From an optimization exercise on the open Yosys and OpenROAD flow, aimed at small area, a short achievable clock period and few clock cycles per item; shortcuts taken in it are not production practice.
In this exercise RTL edits were held to simulation tests only and were not proved equivalent to the original.

===== design.v =====
module bms_scale #(
    parameter integer S  = 1000,
    parameter integer LO = -32768,
    parameter integer HI = 32767
) (
    input  wire [31:0] x,
    output wire [31:0] q,
    output wire        ok
);
    wire signed [47:0] prod = $signed(x) * $signed(S);
    wire signed [47:0] bias = prod[47] ? 48'sd65535 : 48'sd0;
    wire signed [47:0] quot = (prod + bias) >>> 16;
    assign q  = quot[31:0];
    assign ok = (quot >= LO) && (quot <= HI);
endmodule
module bms_encoder (
    input  wire        clk,
    input  wire        rst,
    input  wire [7:0]  a_local,
    input  wire        req_valid,
    output wire        req_ready,
    input  wire [2:0]  req_kind,
    input  wire [31:0] req_x0,
    input  wire [31:0] req_x1,
    input  wire [31:0] req_x2,
    input  wire [31:0] req_x3,
    input  wire [31:0] req_x4,
    input  wire [7:0]  req_u0,
    input  wire [7:0]  req_u1,
    input  wire [55:0] req_bitmap,
    output reg         out_valid,
    input  wire        out_ready,
    output reg         out_err,
    output reg  [7:0]  out_err_idx,
    output reg  [31:0] out_id,
    output reg  [63:0] out_data
);
    localparam [2:0] K_VTOT  = 3'd0;
    localparam [2:0] K_STAT  = 3'd1;
    localparam [2:0] K_AHWH  = 3'd2;
    localparam [2:0] K_VCELL = 3'd3;
    localparam [2:0] K_TEMPS = 3'd4;
    localparam [2:0] K_BAL   = 3'd5;
    localparam [2:0] K_STATE = 3'd6;
    localparam [7:0] PT_BMS_VTOT  = 8'd38;
    localparam [7:0] PT_BMS_STAT  = 8'd45;
    localparam [7:0] PT_BMS_AHWH  = 8'd40;
    localparam [7:0] PT_BMS_VCELL = 8'd41;
    localparam [7:0] PT_BMS_TEMPS = 8'd43;
    localparam [7:0] PT_BMS_BAL   = 8'd42;
    localparam [7:0] PT_BMS_STATE = 8'd255;
    localparam [15:0] BMS_HIGH = 16'h8000;
    reg        s1_valid;
    reg [2:0]  s1_kind;
    reg [7:0]  s1_addr;
    reg [31:0] s1_x0, s1_x1, s1_x2, s1_x3, s1_x4;
    reg [7:0]  s1_u0, s1_u1;
    reg [55:0] s1_bitmap;
    wire s1_move = s1_valid && (!out_valid || out_ready);
    assign req_ready = !s1_valid || s1_move;
    always @(posedge clk) begin
        if (rst) begin
            s1_valid <= 1'b0;
        end else if (req_ready) begin
            s1_valid <= req_valid;
        end
        if (req_valid && req_ready) begin
            s1_kind   <= req_kind;
            s1_addr   <= a_local;
            s1_x0     <= req_x0;
            s1_x1     <= req_x1;
            s1_x2     <= req_x2;
            s1_x3     <= req_x3;
            s1_x4     <= req_x4;
            s1_u0     <= req_u0;
            s1_u1     <= req_u1;
            s1_bitmap <= req_bitmap;
        end
    end
    wire [31:0] vtot_q0, vtot_q1;
    wire        vtot_ok0, vtot_ok1;
    bms_scale #(.S(1000), .LO(-2147483648), .HI(2147483647))
        u_vtot0 (.x(s1_x0), .q(vtot_q0), .ok(vtot_ok0));
    bms_scale #(.S(1000), .LO(-2147483648), .HI(2147483647))
        u_vtot1 (.x(s1_x1), .q(vtot_q1), .ok(vtot_ok1));
    wire [31:0] stat_vmin, stat_vmax, stat_soc, stat_soh, stat_tmax;
    wire        stat_ok_vmin, stat_ok_vmax, stat_ok_soc, stat_ok_soh, stat_ok_tmax;
    bms_scale #(.S(1000), .LO(-32768), .HI(32767))
        u_stat_vmin (.x(s1_x0), .q(stat_vmin), .ok(stat_ok_vmin));
    bms_scale #(.S(1000), .LO(-32768), .HI(32767))
        u_stat_vmax (.x(s1_x1), .q(stat_vmax), .ok(stat_ok_vmax));
    bms_scale #(.S(255), .LO(0), .HI(255))
        u_stat_soc  (.x(s1_x2), .q(stat_soc),  .ok(stat_ok_soc));
    bms_scale #(.S(255), .LO(0), .HI(255))
        u_stat_soh  (.x(s1_x3), .q(stat_soh),  .ok(stat_ok_soh));
    bms_scale #(.S(1), .LO(-128), .HI(127))
        u_stat_tmax (.x(s1_x4), .q(stat_tmax), .ok(stat_ok_tmax));
    wire [31:0] ahwh_q0, ahwh_q1;
    wire        ahwh_ok0, ahwh_ok1;
    bms_scale #(.S(1000), .LO(-2147483648), .HI(2147483647))
        u_ahwh0 (.x(s1_x0), .q(ahwh_q0), .ok(ahwh_ok0));
    bms_scale #(.S(1000), .LO(-2147483648), .HI(2147483647))
        u_ahwh1 (.x(s1_x1), .q(ahwh_q1), .ok(ahwh_ok1));
    wire [31:0] vcell_q0, vcell_q1, vcell_q2;
    wire        vcell_ok0, vcell_ok1, vcell_ok2;
    bms_scale #(.S(1000), .LO(-32768), .HI(32767))
        u_vcell0 (.x(s1_x0), .q(vcell_q0), .ok(vcell_ok0));
    bms_scale #(.S(1000), .LO(-32768), .HI(32767))
        u_vcell1 (.x(s1_x1), .q(vcell_q1), .ok(vcell_ok1));
    bms_scale #(.S(1000), .LO(-32768), .HI(32767))
        u_vcell2 (.x(s1_x2), .q(vcell_q2), .ok(vcell_ok2));
    wire [31:0] temps_q0, temps_q1, temps_q2;
    wire        temps_ok0, temps_ok1, temps_ok2;
    bms_scale #(.S(100), .LO(-32768), .HI(32767))
        u_temps0 (.x(s1_x0), .q(temps_q0), .ok(temps_ok0));
    bms_scale #(.S(100), .LO(-32768), .HI(32767))
        u_temps1 (.x(s1_x1), .q(temps_q1), .ok(temps_ok1));
    bms_scale #(.S(100), .LO(-32768), .HI(32767))
        u_temps2 (.x(s1_x2), .q(temps_q2), .ok(temps_ok2));
    wire [8:0] first = {1'b0, s1_u0};
    wire [8:0] count = {1'b0, s1_u1};
    wire use0 = (first + 9'd0) < count;
    wire use1 = (first + 9'd1) < count;
    wire use2 = (first + 9'd2) < count;
    wire [7:0] idx0 = s1_u0;
    wire [7:0] idx1 = s1_u0 + 8'd1;
    wire [7:0] idx2 = s1_u0 + 8'd2;
    reg        r_err;
    reg [7:0]  r_err_idx;
    reg [7:0]  r_pt;
    reg [63:0] r_data;
    always @(*) begin
        r_err     = 1'b0;
        r_err_idx = 8'd0;
        r_pt      = 8'd0;
        r_data    = 64'd0;
        case (s1_kind)
            K_VTOT: begin
                r_pt   = PT_BMS_VTOT;
                r_data = {vtot_q0, vtot_q1};
                if (!vtot_ok0) begin
                    r_err = 1'b1; r_err_idx = 8'd0;
                end else if (!vtot_ok1) begin
                    r_err = 1'b1; r_err_idx = 8'd1;
                end
            end
            K_STAT: begin
                r_pt   = PT_BMS_STAT;
                r_data = {stat_vmin[15:0], stat_vmax[15:0], stat_soc[7:0],
                          stat_soh[7:0], stat_tmax[7:0], s1_u0};
                if (!stat_ok_vmin) begin
                    r_err = 1'b1; r_err_idx = 8'd0;
                end else if (!stat_ok_vmax) begin
                    r_err = 1'b1; r_err_idx = 8'd1;
                end else if (!stat_ok_soc) begin
                    r_err = 1'b1; r_err_idx = 8'd2;
                end else if (!stat_ok_soh) begin
                    r_err = 1'b1; r_err_idx = 8'd3;
                end else if (!stat_ok_tmax) begin
                    r_err = 1'b1; r_err_idx = 8'd4;
                end
            end
            K_AHWH: begin
                r_pt   = PT_BMS_AHWH;
                r_data = {ahwh_q0, ahwh_q1};
                if (!ahwh_ok0) begin
                    r_err = 1'b1; r_err_idx = 8'd0;
                end else if (!ahwh_ok1) begin
                    r_err = 1'b1; r_err_idx = 8'd1;
                end
            end
            K_VCELL: begin
                r_pt   = PT_BMS_VCELL;
                r_data = {s1_u0, s1_u1,
                          use0 ? vcell_q0[15:0] : 16'd0,
                          use1 ? vcell_q1[15:0] : 16'd0,
                          use2 ? vcell_q2[15:0] : 16'd0};
                if (use0 && !vcell_ok0) begin
                    r_err = 1'b1; r_err_idx = idx0;
                end else if (use1 && !vcell_ok1) begin
                    r_err = 1'b1; r_err_idx = idx1;
                end else if (use2 && !vcell_ok2) begin
                    r_err = 1'b1; r_err_idx = idx2;
                end
            end
            K_TEMPS: begin
                r_pt   = PT_BMS_TEMPS;
                r_data = {s1_u0, s1_u1,
                          use0 ? temps_q0[15:0] : 16'd0,
                          use1 ? temps_q1[15:0] : 16'd0,
                          use2 ? temps_q2[15:0] : 16'd0};
                if (use0 && !temps_ok0) begin
                    r_err = 1'b1; r_err_idx = idx0;
                end else if (use1 && !temps_ok1) begin
                    r_err = 1'b1; r_err_idx = idx1;
                end else if (use2 && !temps_ok2) begin
                    r_err = 1'b1; r_err_idx = idx2;
                end
            end
            K_BAL: begin
                r_pt   = PT_BMS_BAL;
                r_data = {s1_u0, s1_bitmap};
            end
            K_STATE: begin
                r_pt   = PT_BMS_STATE;
                r_data = {s1_u0, s1_u1, 48'd0};
            end
            default: ;
        endcase
    end
    always @(posedge clk) begin
        if (rst) begin
            out_valid <= 1'b0;
        end else if (!out_valid || out_ready) begin
            out_valid <= s1_valid;
        end
        if (s1_move) begin
            out_err     <= r_err;
            out_err_idx <= r_err_idx;
            out_id      <= {BMS_HIGH, r_pt, s1_addr};
            out_data    <= r_data;
        end
    end
endmodule

===== run.sh =====
#!/bin/bash
# synth_recipe.tcl (not shown) runs the flow's synth.tcl, then flattens the netlist and writes it again
# the make line also repeats each setting of config.mk as NAME=value (left out here)
make -C /OpenROAD-flow-scripts/flow DESIGN_CONFIG=/design/flow/config.mk WORK_HOME=/design/flow/orfs CLKGATE_MAP_FILE= SYNTH_SCRIPT=/design/flow/synth_recipe.tcl finish

===== config.mk =====
export PLATFORM = sky130hd
export DESIGN_NAME = bms_encoder
export DESIGN_NICKNAME = bms_encoder
export VERILOG_FILES = /design/flow/design.v
export SDC_FILE = /design/flow/constraint.sdc
export NUM_CORES = 4
export LEC_CHECK = 0
export CAP_MARGIN = 20
export CORE_MARGIN = 2
export CORE_UTILIZATION = 40
export SLEW_MARGIN = 20

===== constraint.sdc =====
create_clock -name core_clock -period 12.0 [get_ports {clk}]
set_input_delay 2.4000 -clock core_clock [delete_from_list [all_inputs] [get_ports {clk}]]
set_output_delay 2.4000 -clock core_clock [all_outputs]
set_load 0.01 [all_outputs]

==> reports/summary.txt <==
=================================================================================
Horiz. Die Dim .....................................................       394 µm
Least-Margin Pin Slew ..............................................      1240 ps
Ys flop type ....................................................... sky130_fd_sc_hd__edfxtp_1
Bufs on Longest Clock Path .........................................            3
Routed WL per cell .................................................      21.7 µm
Library cell occupying the most area in the post-synthesis netlist . sky130_fd_sc_hd__fa_1
Placement row count ................................................          143
Via total after detailed routing ...................................        50089
Register Area ......................................................     9950 µm²
Footprint of the multi-input gates .................................    45700 µm²
Number of optimization iterations in the first detailed-route pass .           10
Routing usage on met2 ..............................................        0.385
Total overflow reported by the global router .......................            0
Number of routed nets with antenna violations ......................            0
Total Neg Setup Slack ..............................................         0 ps
GR met1 Demand/Resource ............................................        0.345
Crit. End Element ..................................................    flip-flop
Global route hottest layer .........................................         met2
Instance area after placement ......................................    66400 µm²
Die height .........................................................       394 µm
Final net count ....................................................         8630
Pin count of the biggest net entering global routing ...............           71
Number of filler instances in the final layout .....................        14771
Wire length of the first global-routing pass .......................       299 mm
Clock Tree Root .................................................... sky130_fd_sc_hd__clkbuf_16
Setup Crit Path Kind ............................................... flip-flop to flip-flop
Unrepaired setup endpoints after global routing ....................        false
Share of synthesized cell area in and, or, nand and nor gates ......        0.130
Total of warnings raised by yosys ..................................            1
Resized Gates After CTS ............................................            0
Die Footprint ......................................................   155000 µm²
Cell types with the largest area share after synthesis ............. sky130_fd_sc_hd__fa_1 (23%), sky130_fd_sc_hd__edfxtp_1 (16%), sky130_fd_sc_hd__ha_1 (16%)
Area of the mapped netlist .........................................    60800 µm²
Startpoint class of the critical path ..............................    flip-flop
Total routing resource utilization after global routing ............        0.247
Clock sink total ...................................................          332
H-tree levels ......................................................            2
Fraction of the mapped netlist area in compound gates ..............        0.167
Slew Limit Headroom ................................................        0.163
Final-report max-slew violation count ..............................            0
Inserted Clock Buffers .............................................           48
Starting utilization of the core area ..............................        0.401
Number of top-level pins ...........................................          354
Asr flop ratio synth ...............................................            0
Count of hold-fix buffers inserted at cts ..........................            0
Path category of the worst min-delay check ......................... flip-flop to flip-flop
Clock transition at path regs ......................................        60 ps
Sequential element share of the synthesized area ...................        0.164
Clock period minus final worst setup slack .........................     10370 ps
Later-pin clock latency in the skew report .........................       670 ps
Least setup slack across all paths after layout ....................      1630 ps
Via count of the first global-routing pass .........................        50162
Share of the synthesized area in the top cell type .................        0.232
Setup fix buffers added after clock tree synthesis .................            0
Drt via density ....................................................         5.59
Count of cell types in the netlist .................................          122
HPWL reported at the end of detailed placement .....................       165 mm
Gate Count Post-Synth ..............................................         6611
Fraction of final layout cells with drive strength greater than 1 ..       0.0342
Slowest stage cell, crit path ...................................... sky130_fd_sc_hd__a211oi_1
Fin area ...........................................................    68000 µm²
Clock tree from TritonCTS ..........................................         done
M3 GR Usage ........................................................       0.0570
Area growth syn-to-layout ..........................................        11.8%
# setup viols final ................................................            0
Number of violations of the max-capacitance limit ..................            0
# placed instances .................................................         8867
Worst slack at placement ...........................................      1550 ps
Core Box Area ......................................................   152000 µm²
Routability cong. ..................................................        0.974
Total wirelength of the detailed-routed design .....................       194 mm
Skew final .........................................................      43.0 ps
Detailed Route Iter0 Violations ....................................         4670
Slowest stage delay, CP ............................................       670 ps
Adder-cell area share of the yosys netlist .........................        0.395
DR DRC count .......................................................            0
Crit-path max FO ...................................................           19
Final worst-path cycle share .......................................        0.864
Result of the run ..................................................  timing/DRC/antenna clean
Number of input and output port buffers inserted ...................          337
Final standard cell count with taps included and fillers excluded ..         8961
Combinational family with the most area after synthesis ............  adder cells
Synth Register Bits ................................................          332
Endpoints failing hold .............................................            0
Critical path data arrival time ....................................     10760 ps
Crit path required time ............................................     12390 ps
Hold slack .........................................................       427 ps
XOR/XNOR share of the synthesized area .............................       0.0511
Highest Clock Rate .................................................     96.4 MHz
Antenna violations before repair ...................................           21
Count of flip-flops with a built-in enable after synthesis .........          330
Multiplexer share of the synthesized area ..........................      0.00652
Per-instance average area after synthesis ..........................     9.20 µm²
=================================================================================
[worst max-delay path, delay by kind of cell (launching register included)]
kind            cells  cell delay [ps]
flops               1              320
simple gates        9             2300
compound gates     13             3990
fa+ha+maj           6             2650
buf+inv             6              830
[layout make-up]
class,count,area share
timing repair buffer,373,0.0539
sequential,332,0.146
inverter,1223,0.0675
antenna,3,0.000110
clock inverter,33,0.00478
tap,2030,0.0373
clock buffer,57,0.0188
multi-input combinational,4910,0.671
[flip-flops by register name, summed over array words and instances (netlist names), 3 cells and up]
signal,count
s1_kind,3
s1_x3,32
s1_u1,8
out_data,64
s1_u0,8
s1_bitmap,56
s1_x2,32
out_err_idx,8
s1_x0,32
out_id,14
s1_x4,32
s1_x1,32
s1_addr,8
[worst paths after layout]
path | start | to | slack, ps | cells past startpoint
worst max-delay path | s1_x3[31]$_DFFE_PP_ | out_err$_DFFE_PP_ | 1630 | 34
worst min register to register | s1_addr[2]$_DFFE_PP_ | out_id[2]$_DFFE_PP_ | 430 | 0
worst min-delay path | s1_addr[2]$_DFFE_PP_ | out_id[2]$_DFFE_PP_ | 430 | 0
worst max register to register | s1_x3[31]$_DFFE_PP_ | out_err$_DFFE_PP_ | 1630 | 34
[synthesized netlist by cell type, types with 20 or more instances]
| master | instances |
|---|---|
| sky130_fd_sc_hd__a211oi_1 | 45 |
| sky130_fd_sc_hd__a21o_1 | 139 |
| sky130_fd_sc_hd__a21oi_1 | 374 |
| sky130_fd_sc_hd__a221o_1 | 21 |
| sky130_fd_sc_hd__a222oi_1 | 34 |
| sky130_fd_sc_hd__a22oi_1 | 21 |
| sky130_fd_sc_hd__a31oi_1 | 53 |
| sky130_fd_sc_hd__and2_1 | 50 |
| sky130_fd_sc_hd__and3_1 | 63 |
| sky130_fd_sc_hd__and4_1 | 25 |
| sky130_fd_sc_hd__buf_2 | 25 |
| sky130_fd_sc_hd__clkbuf_1 | 101 |
| sky130_fd_sc_hd__edfxtp_1 | 330 |
| sky130_fd_sc_hd__fa_1 | 704 |
| sky130_fd_sc_hd__ha_1 | 791 |
| sky130_fd_sc_hd__inv_1 | 1222 |
| sky130_fd_sc_hd__mux2i_1 | 34 |
| sky130_fd_sc_hd__nand2_1 | 372 |
| sky130_fd_sc_hd__nand2b_1 | 60 |
| sky130_fd_sc_hd__nand3_1 | 137 |
| sky130_fd_sc_hd__nand4_1 | 97 |
| sky130_fd_sc_hd__nor2_1 | 303 |
| sky130_fd_sc_hd__nor2b_1 | 56 |
| sky130_fd_sc_hd__nor3_1 | 121 |
| sky130_fd_sc_hd__nor4_1 | 39 |
| sky130_fd_sc_hd__o211ai_1 | 82 |
| sky130_fd_sc_hd__o21a_1 | 75 |
| sky130_fd_sc_hd__o21ai_0 | 253 |
| sky130_fd_sc_hd__o21bai_1 | 31 |
| sky130_fd_sc_hd__o221ai_1 | 20 |
| sky130_fd_sc_hd__o31ai_1 | 31 |
| sky130_fd_sc_hd__or2_2 | 38 |
| sky130_fd_sc_hd__or3_1 | 55 |
| sky130_fd_sc_hd__or4_1 | 27 |
| sky130_fd_sc_hd__xnor2_1 | 213 |
| sky130_fd_sc_hd__xor2_1 | 138 |
[metrics by stage]
stage / util
floorplan: -
global placement: 0.438
detailed placement: 0.438
CTS: 0.449
global route: 0.449
finish: 0.449
[logic make-up after synthesis]
logic type	Yosys count
simple gates	1524
fa+ha+maj	1496
compound gates	1482
buf+inv	1383
xor+xnor	353
flops	332
mux	39
other cells	2
[placed cells by master (no fill, tap or decap), types with 27 or more instances in the layout]
cell type,instances
sky130_fd_sc_hd__o31ai_1,31
sky130_fd_sc_hd__nand2_1,372
sky130_fd_sc_hd__buf_4,35
sky130_fd_sc_hd__nand2b_1,60
sky130_fd_sc_hd__a211oi_1,45
sky130_fd_sc_hd__a31oi_1,53
sky130_fd_sc_hd__edfxtp_1,330
sky130_fd_sc_hd__mux2i_1,34
sky130_fd_sc_hd__ha_1,790
sky130_fd_sc_hd__or3_1,55
sky130_fd_sc_hd__xnor2_1,212
sky130_fd_sc_hd__nand3_1,137
sky130_fd_sc_hd__a21oi_1,374
sky130_fd_sc_hd__clkbuf_16,49
sky130_fd_sc_hd__and3_1,63
sky130_fd_sc_hd__xor2_1,138
sky130_fd_sc_hd__nor4_1,39
sky130_fd_sc_hd__a21o_1,139
sky130_fd_sc_hd__o21bai_1,31
sky130_fd_sc_hd__nand4_1,97
sky130_fd_sc_hd__nor3_1,119
sky130_fd_sc_hd__nor2_1,303
sky130_fd_sc_hd__o211ai_1,82
sky130_fd_sc_hd__or2_2,38
sky130_fd_sc_hd__fa_1,704
sky130_fd_sc_hd__clkdlybuf4s50_1,337
sky130_fd_sc_hd__a222oi_1,34
sky130_fd_sc_hd__or4_1,27
sky130_fd_sc_hd__inv_1,1222
sky130_fd_sc_hd__and2_1,49
sky130_fd_sc_hd__o21a_1,75
sky130_fd_sc_hd__nor2b_1,55
sky130_fd_sc_hd__o21ai_0,252
[per-layer routing]
metal,routed length (µm),share of wire,vias to the layer above
met5,169,0.00087,-
met4,5850,0.030,20
met3,16400,0.084,238
met2,84800,0.44,1616
met1,87000,0.45,24666
li1,-,-,23549
Testbench counts, summed over its fixed seeds: cycles 16,016, items 16,000.

-- afterwards: timing with drivers on the ports --
No port has a modelled driver above. Below, the same layout with a new extraction and two added sets of constraints.
Step 1, drivers: a clkbuf_16 drives clk and a buf_2 each remaining input, both assumed.
Step 2 adds t to the input delays and takes it off the output delays; t is the mean of the earliest and latest rising clock arrival at the registers after step 1. Input paths then give back, and output paths get back, about the clock's delay inside the block.
Slacks: ideal ports / drivers / drivers and shift; pairs: ideal ports / drivers.
t (ns): 0.729
setup slack, ns: 1.632 / 1.632 / 1.632
worst setup path at the end: register to register
latest minus earliest clock arrival (ns): 0.044 / 0.044
pins driven straight from the clock port: 1
After both steps setup and hold are still met in this run. For this run, drivers alone change the setup slack by 0.000 ns; drivers and shift together by 0.000 ns.
